Background: an optimization exercise with open tools, aiming at small area, a short achievable clock period and few clock cycles. Do not read the settings as production practice.
Function was checked by simulation only, so behaviour that the tests miss may differ from the original.

==> inputs of v37 <==
## aw_core
module aw_core (
    input  wire        clk,
    input  wire        rst,
    input  wire        cmd_valid,
    output wire        cmd_ready,
    input  wire [31:0] cmd,
    output reg         rsp_valid,
    output reg  [31:0] rsp
);
export LEC_CHECK = 0
export CAP_MARGIN = 20
export CORE_MARGIN = 2
export CORE_UTILIZATION = 65
export CTS_CLUSTER_DIAMETER = 60
export CTS_CLUSTER_SIZE = 30
export PLACE_DENSITY = 0.75
export SLEW_MARGIN = 20
create_clock -name core_clock -period 10.0 [get_ports {clk}]
standard.sh (not shown) runs the stock make flow with config.mk's settings and CLKGATE_MAP_FILE= SYNTH_SCRIPT=/design/flow/synth_recipe.tcl, a recipe that flattens the netlist after the stock synthesis.
==> flow/flow/run.sh <==
#!/bin/bash
set -euo pipefail
export SETUP_SLACK_MARGIN=6.9
export BUFFER_PORTS_ARGS="-buffer_cell sky130_fd_sc_hd__buf_1"
bash standard.sh > standard_make.log 2>&1
==> inputs of v8, as changes to v37 <==
--- a/flow/design.v
+++ b/flow/design.v
@@ -188,21 +188,25 @@
         begin
             v = {d, 10'd0};
             for (k = 14; k >= 10; k = k - 1)
                 if (v[k]) v = v ^ (15'h537 << (k - 10));
             bch_format = {d, v[9:0]} ^ 15'h5412;
         end
     endfunction
-    localparam NP = 21;
+    localparam NP = 29;
     function [NP-1:0] predecode;
         input [31:0] c;
         reg [7:0] o;
         begin
             o = c[31:24];
-            predecode = {o == OP_BUF_WR && c[7:0] == 8'd0 && c[23:16] <= 8'h19,
+            predecode = {c[23:16] <= 8'h19,
+                         c[15:8] <= 8'd1,  c[15:8] <= 8'd20, c[23:16] <= 8'd20,
+                         c[23:16] <= 8'd31, c[23:16] <= 8'd6,  c[23:16] <= 8'd7,
+                         c[23:16] <= 8'd1,
+                         o == OP_BUF_WR && c[7:0] == 8'd0 && c[23:16] <= 8'h19,
                          c[23:16] == 8'd0, !c[15], c[14:8] == 7'd0, c[7:0] == 8'd0,
                          o == OP_QR_ROW,  o == OP_QR_GET,  o == OP_QR_FMT,  o == OP_QR_DATA,
                          o == OP_QR_INIT, o == OP_FMT_ENC, o == OP_RS_SYN,  o == OP_RS_ENC,
                          o == OP_RS_GEN,  o == OP_GF_MUL,  o == OP_GF_LOG,  o == OP_GF_EXP,
                          o == OP_CSR_RD,  o == OP_BUF_RD,  o == OP_BUF_WR,  o == OP_NOP};
         end
     endfunction
@@ -220,29 +224,29 @@
             fa_ = (p[2] || p[3] || p[4] || p[5] || p[7] || p[9] || p[10]) && z16;
             fab = (p[1] || p[6] || p[14] || p[15]) && z8;
             fi  = p[13] && zi;
             decode = {ND{1'b0}};
             decode[F_LEG]  = fz || fa_ || fab || fi;
             decode[F_NOP]  = p[0] && z24;
             decode[F_WR]   = p[20];
-            decode[F_RD]   = p[2] && z16 && a <= 8'h19;
-            decode[F_CSR]  = p[3] && z16 && a <= 8'd1;
+            decode[F_RD]   = p[2] && z16 && p[28];
+            decode[F_CSR]  = p[3] && z16 && p[21];
             decode[F_EXP]  = p[4] && z16;
-            decode[F_LOG]  = p[5] && z16 && a != 8'd0;
-            decode[F_DOM]  = p[5] && z16 && a == 8'd0;
+            decode[F_LOG]  = p[5] && z16 && !p[19];
+            decode[F_DOM]  = p[5] && z16 && p[19];
             decode[F_MUL]  = p[6] && z8;
-            decode[F_GEN]  = p[7] && z16 && a <= 8'd7;
+            decode[F_GEN]  = p[7] && z16 && p[22];
             decode[F_ENC]  = p[8] && z24;
-            decode[F_SYN]  = p[9] && z16 && a <= 8'd6;
-            decode[F_FENC] = p[10] && z16 && a <= 8'd31;
+            decode[F_SYN]  = p[9] && z16 && p[23];
+            decode[F_FENC] = p[10] && z16 && p[24];
             decode[F_INIT] = p[11] && z24;
             decode[F_DATA] = p[12] && z24;
             decode[F_FMT]  = p[13] && zi;
-            decode[F_GET]  = p[14] && z8 && a <= 8'd20 && b <= 8'd20;
-            decode[F_ROW]  = p[15] && z8 && a <= 8'd20 && b <= 8'd1;
+            decode[F_GET]  = p[14] && z8 && p[25] && p[26];
+            decode[F_ROW]  = p[15] && z8 && p[25] && p[27];
         end
     endfunction
     reg  [7:0]  cw [0:25];    
     reg  [7:0]  sh [0:25];    
     reg  [14:0] fmt;          
     reg  [2:0]  qrst;
     reg         clean;        
@@ -252,14 +256,16 @@
     reg  [NP-1:0] p_q;        
     reg           inv_q;      
     reg           fwd_q;      
     reg  [23:0] c_q;          
     reg  [5:0]  rs_hi;        
     reg  [3:0]  rs_lo;        
     reg  [4:0]  rd_q;         
+    reg  [6:0]  rd_hi;        
+    reg  [3:0]  rd_lo;        
     reg  [7:0]  rb_q;         
     reg         ph;           
     reg  [4:0]  ep;           
     reg  [7:0]  rem [0:6];    
     reg         rz;           
     reg         sl_busy;      
     reg  [7:0]  sl_acc;
@@ -274,22 +280,27 @@
     wire seq_data = !qrst[0] || qrst[1];
     wire seq_fmt  = !qrst[0] || qrst[2];
     wire do_wr    = e[F_WR];
     wire do_data  = e[F_DATA] && !seq_data;
     wire do_fmt   = e[F_FMT] && !seq_fmt;
     wire syn_slow = v_q && e[F_SYN] && !clean;
     wire slow     = (v_q && (e[F_EXP] || e[F_LOG] || e[F_GET] || e[F_RD])) || syn_slow;
-    wire [7:0] cw_x [0:31];
     genvar g;
+    wire [7:0] cw_sel [0:25];
     generate
-        for (g = 0; g < 32; g = g + 1) begin : g_cwx
-            assign cw_x[g] = cw[(g < 26) ? g : g - 8];
+        for (g = 0; g < 26; g = g + 1) begin : g_cwx
+            assign cw_sel[g] = cw[g] & {8{rd_hi[g / 4] && rd_lo[g % 4]}};
         end
     endgenerate
-    wire [7:0] cw_rd = cw_x[rd_q];
+    reg [7:0] cw_rd;
+    integer j;
+    always @(*) begin
+        cw_rd = 8'd0;
+        for (j = 0; j < 26; j = j + 1) cw_rd = cw_rd | cw_sel[j];
+    end
     wire       eng_done = (ep == 5'd19);
     wire       inv      = do_wr && inv_q;
     wire [4:0] ep_s     = inv ? 5'd0 : ep;
     wire       fwd      = do_wr && fwd_q;
     wire       rem_z    = inv || rz;
     wire       eng_step = inv ? fwd : (!eng_done && (fwd || ph));
     wire [7:0] eng_byte = fwd ? fb : rb_q;
@@ -407,26 +418,28 @@
         end
     end
     always @(posedge clk) begin
         if (rst || rdy)
         begin
             p_q <= pd_in & {NP{cmd_valid && !rst}};
             inv_q <= a_lt;
-            fwd_q <= a_lt ? (in_a == 5'd0) : a_eq;
+            fwd_q <= a_eq || (in_a == 5'd0);
         end
         c_q[7:0] <= cmd[7:0];
         if (rdy) begin
             c_q[23:8] <= cmd[23:8];
             rs_hi <= 6'd1 << cmd[20:18];
             rs_lo <= 4'd1 << cmd[17:16];
         end
         rsp <= {r_st, r_val};
         rb_q <= cw_rd;
         rdy_o <= rst || rdy_n;
         rd_q <= rd_n;
+        rd_hi <= 7'd1 << rd_n[4:2];
+        rd_lo <= 4'd1 << rd_n[1:0];
         if (eng_step)
             for (i = 0; i < 7; i = i + 1) rem[i] <= rem_n[i];
         if (do_fmt) fmt <= imm15;
         if (do_data)
             for (i = 0; i < 26; i = i + 1) sh[i] <= cw[i];
         if (slow) begin
             sl_cnt <= cnt_n;
==> flow/flow/run.sh (replaced) <==
#!/bin/bash
set -euo pipefail
export SETUP_SLACK_MARGIN=6.8
export BUFFER_PORTS_ARGS="-buffer_cell sky130_fd_sc_hd__buf_1"
bash standard.sh > standard_make.log 2>&1
==> inputs of v39, as changes to v37 <==
--- a/flow/design.v
+++ b/flow/design.v
@@ -188,21 +188,25 @@
         begin
             v = {d, 10'd0};
             for (k = 14; k >= 10; k = k - 1)
                 if (v[k]) v = v ^ (15'h537 << (k - 10));
             bch_format = {d, v[9:0]} ^ 15'h5412;
         end
     endfunction
-    localparam NP = 21;
+    localparam NP = 29;
     function [NP-1:0] predecode;
         input [31:0] c;
         reg [7:0] o;
         begin
             o = c[31:24];
-            predecode = {o == OP_BUF_WR && c[7:0] == 8'd0 && c[23:16] <= 8'h19,
+            predecode = {c[23:16] <= 8'h19,
+                         c[15:8] <= 8'd1,  c[15:8] <= 8'd20, c[23:16] <= 8'd20,
+                         c[23:16] <= 8'd31, c[23:16] <= 8'd6,  c[23:16] <= 8'd7,
+                         c[23:16] <= 8'd1,
+                         o == OP_BUF_WR && c[7:0] == 8'd0 && c[23:16] <= 8'h19,
                          c[23:16] == 8'd0, !c[15], c[14:8] == 7'd0, c[7:0] == 8'd0,
                          o == OP_QR_ROW,  o == OP_QR_GET,  o == OP_QR_FMT,  o == OP_QR_DATA,
                          o == OP_QR_INIT, o == OP_FMT_ENC, o == OP_RS_SYN,  o == OP_RS_ENC,
                          o == OP_RS_GEN,  o == OP_GF_MUL,  o == OP_GF_LOG,  o == OP_GF_EXP,
                          o == OP_CSR_RD,  o == OP_BUF_RD,  o == OP_BUF_WR,  o == OP_NOP};
         end
     endfunction
@@ -220,29 +224,29 @@
             fa_ = (p[2] || p[3] || p[4] || p[5] || p[7] || p[9] || p[10]) && z16;
             fab = (p[1] || p[6] || p[14] || p[15]) && z8;
             fi  = p[13] && zi;
             decode = {ND{1'b0}};
             decode[F_LEG]  = fz || fa_ || fab || fi;
             decode[F_NOP]  = p[0] && z24;
             decode[F_WR]   = p[20];
-            decode[F_RD]   = p[2] && z16 && a <= 8'h19;
-            decode[F_CSR]  = p[3] && z16 && a <= 8'd1;
+            decode[F_RD]   = p[2] && z16 && p[28];
+            decode[F_CSR]  = p[3] && z16 && p[21];
             decode[F_EXP]  = p[4] && z16;
-            decode[F_LOG]  = p[5] && z16 && a != 8'd0;
-            decode[F_DOM]  = p[5] && z16 && a == 8'd0;
+            decode[F_LOG]  = p[5] && z16 && !p[19];
+            decode[F_DOM]  = p[5] && z16 && p[19];
             decode[F_MUL]  = p[6] && z8;
-            decode[F_GEN]  = p[7] && z16 && a <= 8'd7;
+            decode[F_GEN]  = p[7] && z16 && p[22];
             decode[F_ENC]  = p[8] && z24;
-            decode[F_SYN]  = p[9] && z16 && a <= 8'd6;
-            decode[F_FENC] = p[10] && z16 && a <= 8'd31;
+            decode[F_SYN]  = p[9] && z16 && p[23];
+            decode[F_FENC] = p[10] && z16 && p[24];
             decode[F_INIT] = p[11] && z24;
             decode[F_DATA] = p[12] && z24;
             decode[F_FMT]  = p[13] && zi;
-            decode[F_GET]  = p[14] && z8 && a <= 8'd20 && b <= 8'd20;
-            decode[F_ROW]  = p[15] && z8 && a <= 8'd20 && b <= 8'd1;
+            decode[F_GET]  = p[14] && z8 && p[25] && p[26];
+            decode[F_ROW]  = p[15] && z8 && p[25] && p[27];
         end
     endfunction
     reg  [7:0]  cw [0:25];    
     reg  [7:0]  sh [0:25];    
     reg  [14:0] fmt;          
     reg  [2:0]  qrst;
     reg         clean;        
@@ -252,14 +256,16 @@
     reg  [NP-1:0] p_q;        
     reg           inv_q;      
     reg           fwd_q;      
     reg  [23:0] c_q;          
     reg  [5:0]  rs_hi;        
     reg  [3:0]  rs_lo;        
     reg  [4:0]  rd_q;         
+    reg  [6:0]  rd_hi;        
+    reg  [3:0]  rd_lo;        
     reg  [7:0]  rb_q;         
     reg         ph;           
     reg  [4:0]  ep;           
     reg  [7:0]  rem [0:6];    
     reg         rz;           
     reg         sl_busy;      
     reg  [7:0]  sl_acc;
@@ -274,22 +280,27 @@
     wire seq_data = !qrst[0] || qrst[1];
     wire seq_fmt  = !qrst[0] || qrst[2];
     wire do_wr    = e[F_WR];
     wire do_data  = e[F_DATA] && !seq_data;
     wire do_fmt   = e[F_FMT] && !seq_fmt;
     wire syn_slow = v_q && e[F_SYN] && !clean;
     wire slow     = (v_q && (e[F_EXP] || e[F_LOG] || e[F_GET] || e[F_RD])) || syn_slow;
-    wire [7:0] cw_x [0:31];
     genvar g;
+    wire [7:0] cw_sel [0:25];
     generate
-        for (g = 0; g < 32; g = g + 1) begin : g_cwx
-            assign cw_x[g] = cw[(g < 26) ? g : g - 8];
+        for (g = 0; g < 26; g = g + 1) begin : g_cwx
+            assign cw_sel[g] = cw[g] & {8{rd_hi[g / 4] && rd_lo[g % 4]}};
         end
     endgenerate
-    wire [7:0] cw_rd = cw_x[rd_q];
+    reg [7:0] cw_rd;
+    integer j;
+    always @(*) begin
+        cw_rd = 8'd0;
+        for (j = 0; j < 26; j = j + 1) cw_rd = cw_rd | cw_sel[j];
+    end
     wire       eng_done = (ep == 5'd19);
     wire       inv      = do_wr && inv_q;
     wire [4:0] ep_s     = inv ? 5'd0 : ep;
     wire       fwd      = do_wr && fwd_q;
     wire       rem_z    = inv || rz;
     wire       eng_step = inv ? fwd : (!eng_done && (fwd || ph));
     wire [7:0] eng_byte = fwd ? fb : rb_q;
@@ -419,14 +430,16 @@
             rs_hi <= 6'd1 << cmd[20:18];
             rs_lo <= 4'd1 << cmd[17:16];
         end
         rsp <= {r_st, r_val};
         rb_q <= cw_rd;
         rdy_o <= rst || rdy_n;
         rd_q <= rd_n;
+        rd_hi <= 7'd1 << rd_n[4:2];
+        rd_lo <= 4'd1 << rd_n[1:0];
         if (eng_step)
             for (i = 0; i < 7; i = i + 1) rem[i] <= rem_n[i];
         if (do_fmt) fmt <= imm15;
         if (do_data)
             for (i = 0; i < 26; i = i + 1) sh[i] <= cw[i];
         if (slow) begin
             sl_cnt <= cnt_n;
==> inputs of v20, as changes to v37 <==
--- a/flow/design.v
+++ b/flow/design.v
@@ -188,21 +188,25 @@
         begin
             v = {d, 10'd0};
             for (k = 14; k >= 10; k = k - 1)
                 if (v[k]) v = v ^ (15'h537 << (k - 10));
             bch_format = {d, v[9:0]} ^ 15'h5412;
         end
     endfunction
-    localparam NP = 21;
+    localparam NP = 29;
     function [NP-1:0] predecode;
         input [31:0] c;
         reg [7:0] o;
         begin
             o = c[31:24];
-            predecode = {o == OP_BUF_WR && c[7:0] == 8'd0 && c[23:16] <= 8'h19,
+            predecode = {c[23:16] <= 8'h19,
+                         c[15:8] <= 8'd1,  c[15:8] <= 8'd20, c[23:16] <= 8'd20,
+                         c[23:16] <= 8'd31, c[23:16] <= 8'd6,  c[23:16] <= 8'd7,
+                         c[23:16] <= 8'd1,
+                         o == OP_BUF_WR && c[7:0] == 8'd0 && c[23:16] <= 8'h19,
                          c[23:16] == 8'd0, !c[15], c[14:8] == 7'd0, c[7:0] == 8'd0,
                          o == OP_QR_ROW,  o == OP_QR_GET,  o == OP_QR_FMT,  o == OP_QR_DATA,
                          o == OP_QR_INIT, o == OP_FMT_ENC, o == OP_RS_SYN,  o == OP_RS_ENC,
                          o == OP_RS_GEN,  o == OP_GF_MUL,  o == OP_GF_LOG,  o == OP_GF_EXP,
                          o == OP_CSR_RD,  o == OP_BUF_RD,  o == OP_BUF_WR,  o == OP_NOP};
         end
     endfunction
@@ -220,29 +224,29 @@
             fa_ = (p[2] || p[3] || p[4] || p[5] || p[7] || p[9] || p[10]) && z16;
             fab = (p[1] || p[6] || p[14] || p[15]) && z8;
             fi  = p[13] && zi;
             decode = {ND{1'b0}};
             decode[F_LEG]  = fz || fa_ || fab || fi;
             decode[F_NOP]  = p[0] && z24;
             decode[F_WR]   = p[20];
-            decode[F_RD]   = p[2] && z16 && a <= 8'h19;
-            decode[F_CSR]  = p[3] && z16 && a <= 8'd1;
+            decode[F_RD]   = p[2] && z16 && p[28];
+            decode[F_CSR]  = p[3] && z16 && p[21];
             decode[F_EXP]  = p[4] && z16;
-            decode[F_LOG]  = p[5] && z16 && a != 8'd0;
-            decode[F_DOM]  = p[5] && z16 && a == 8'd0;
+            decode[F_LOG]  = p[5] && z16 && !p[19];
+            decode[F_DOM]  = p[5] && z16 && p[19];
             decode[F_MUL]  = p[6] && z8;
-            decode[F_GEN]  = p[7] && z16 && a <= 8'd7;
+            decode[F_GEN]  = p[7] && z16 && p[22];
             decode[F_ENC]  = p[8] && z24;
-            decode[F_SYN]  = p[9] && z16 && a <= 8'd6;
-            decode[F_FENC] = p[10] && z16 && a <= 8'd31;
+            decode[F_SYN]  = p[9] && z16 && p[23];
+            decode[F_FENC] = p[10] && z16 && p[24];
             decode[F_INIT] = p[11] && z24;
             decode[F_DATA] = p[12] && z24;
             decode[F_FMT]  = p[13] && zi;
-            decode[F_GET]  = p[14] && z8 && a <= 8'd20 && b <= 8'd20;
-            decode[F_ROW]  = p[15] && z8 && a <= 8'd20 && b <= 8'd1;
+            decode[F_GET]  = p[14] && z8 && p[25] && p[26];
+            decode[F_ROW]  = p[15] && z8 && p[25] && p[27];
         end
     endfunction
     reg  [7:0]  cw [0:25];    
     reg  [7:0]  sh [0:25];    
     reg  [14:0] fmt;          
     reg  [2:0]  qrst;
     reg         clean;        
@@ -252,14 +256,16 @@
     reg  [NP-1:0] p_q;        
     reg           inv_q;      
     reg           fwd_q;      
     reg  [23:0] c_q;          
     reg  [5:0]  rs_hi;        
     reg  [3:0]  rs_lo;        
     reg  [4:0]  rd_q;         
+    reg  [6:0]  rd_hi;        
+    reg  [3:0]  rd_lo;        
     reg  [7:0]  rb_q;         
     reg         ph;           
     reg  [4:0]  ep;           
     reg  [7:0]  rem [0:6];    
     reg         rz;           
     reg         sl_busy;      
     reg  [7:0]  sl_acc;
@@ -274,22 +280,27 @@
     wire seq_data = !qrst[0] || qrst[1];
     wire seq_fmt  = !qrst[0] || qrst[2];
     wire do_wr    = e[F_WR];
     wire do_data  = e[F_DATA] && !seq_data;
     wire do_fmt   = e[F_FMT] && !seq_fmt;
     wire syn_slow = v_q && e[F_SYN] && !clean;
     wire slow     = (v_q && (e[F_EXP] || e[F_LOG] || e[F_GET] || e[F_RD])) || syn_slow;
-    wire [7:0] cw_x [0:31];
     genvar g;
+    wire [7:0] cw_sel [0:25];
     generate
-        for (g = 0; g < 32; g = g + 1) begin : g_cwx
-            assign cw_x[g] = cw[(g < 26) ? g : g - 8];
+        for (g = 0; g < 26; g = g + 1) begin : g_cwx
+            assign cw_sel[g] = cw[g] & {8{rd_hi[g / 4] && rd_lo[g % 4]}};
         end
     endgenerate
-    wire [7:0] cw_rd = cw_x[rd_q];
+    reg [7:0] cw_rd;
+    integer j;
+    always @(*) begin
+        cw_rd = 8'd0;
+        for (j = 0; j < 26; j = j + 1) cw_rd = cw_rd | cw_sel[j];
+    end
     wire       eng_done = (ep == 5'd19);
     wire       inv      = do_wr && inv_q;
     wire [4:0] ep_s     = inv ? 5'd0 : ep;
     wire       fwd      = do_wr && fwd_q;
     wire       rem_z    = inv || rz;
     wire       eng_step = inv ? fwd : (!eng_done && (fwd || ph));
     wire [7:0] eng_byte = fwd ? fb : rb_q;
@@ -407,26 +418,28 @@
         end
     end
     always @(posedge clk) begin
         if (rst || rdy)
         begin
             p_q <= pd_in & {NP{cmd_valid && !rst}};
             inv_q <= a_lt;
-            fwd_q <= a_lt ? (in_a == 5'd0) : a_eq;
+            fwd_q <= a_eq || (in_a == 5'd0);
         end
         c_q[7:0] <= cmd[7:0];
         if (rdy) begin
             c_q[23:8] <= cmd[23:8];
             rs_hi <= 6'd1 << cmd[20:18];
             rs_lo <= 4'd1 << cmd[17:16];
         end
         rsp <= {r_st, r_val};
         rb_q <= cw_rd;
         rdy_o <= rst || rdy_n;
         rd_q <= rd_n;
+        rd_hi <= 7'd1 << rd_n[4:2];
+        rd_lo <= 4'd1 << rd_n[1:0];
         if (eng_step)
             for (i = 0; i < 7; i = i + 1) rem[i] <= rem_n[i];
         if (do_fmt) fmt <= imm15;
         if (do_data)
             for (i = 0; i < 26; i = i + 1) sh[i] <= cw[i];
         if (slow) begin
             sl_cnt <= cnt_n;
==> flow/config.mk (replaced) <==
export PLATFORM = sky130hd
export DESIGN_NAME = aw_core
export DESIGN_NICKNAME = aw_core
export VERILOG_FILES = /design/flow/design.v
export SDC_FILE = /design/flow/constraint.sdc
export NUM_CORES = 4
export LEC_CHECK = 0
export CAP_MARGIN = 20
export CORE_MARGIN = 2
export CORE_UTILIZATION = 75
export CTS_CLUSTER_DIAMETER = 60
export CTS_CLUSTER_SIZE = 30
export PLACE_DENSITY = 0.85
export SLEW_MARGIN = 20
==> results.txt <==
item	v39	v8	v20	v37
Status	finished clean	finished clean	finished clean	finished clean
Worst-Skew Late Latency	0.62 ns	0.60 ns	0.62 ns	0.61 ns
Final design utilization	0.728	0.718	0.842	0.729
CP Data Arrival Time	3.47 ns	3.77 ns	3.37 ns	3.68 ns
Synthesis-stage register bit count	636	636	636	617
Area share of xor/xnor cells in the synthesized design	0.0851	0.0876	0.0876	0.0847
TritonCTS buffer count	39	38	36	38
PnR worst setup slack	6.89 ns	6.73 ns	6.84 ns	6.75 ns
Fmax	0.322 GHz	0.306 GHz	0.317 GHz	0.308 GHz
Maximum number of pins on one net before global-route repair	87	210	210	192
Req. time, crit path	10.36 ns	10.50 ns	10.22 ns	10.43 ns
Number of tap cells inserted	592	592	511	585
Endpoint of the worst hold-timing path	fmt[4]	fmt[2]	fmt[0]	fmt[7]
Fraction of met1 tracks used by global routing	0.517	0.569	0.626	0.572
CTS clk-pin slew, worst paths	0.10 ns	0.10 ns	0.09 ns	0.09 ns
Testbench counts of v37, summed over its fixed seeds: cycles 2,320.
Testbench counts of v8, summed over its fixed seeds: cycles 2,320.
Testbench counts of v39, summed over its fixed seeds: cycles 2,320.
Testbench counts of v20, summed over its fixed seeds: cycles 2,320.

==> port drivers added, routing unchanged <==
The flow's constraints put no driver on any port. The routed layouts listed below were extracted and timed again, unchanged, in two steps.
Step 1 (the two cells are an assumption about what drives the block):
set clk [get_ports {clk}]
set_driving_cell -lib_cell sky130_fd_sc_hd__clkbuf_16 $clk
set_driving_cell -lib_cell sky130_fd_sc_hd__buf_2 [delete_from_list [all_inputs] $clk]
Step 2 adds t to the input delays and takes it off the output delays; t is the mean of the earliest and latest rising clock arrival at the registers after step 1. Input paths then give back, and output paths get back, about the clock's delay inside the block.
Three values: ideal, step 1, step 2; two values: the first two.
run	t (ns)	setup slack, ns	worst setup path after step 2
v37	0.654	6.753 / 6.753 / 6.222	input to register
v8	0.650	6.729 / 6.729 / 6.253	input to register
v39	0.649	6.892 / 6.870 / 6.262	input to register
v20	0.657	6.845 / 6.800 / 6.216	input to register
After both steps setup and hold are still met in every run listed. For v39, which loses most, drivers alone change the setup slack by -0.022 ns; drivers and shift together by -0.630 ns.
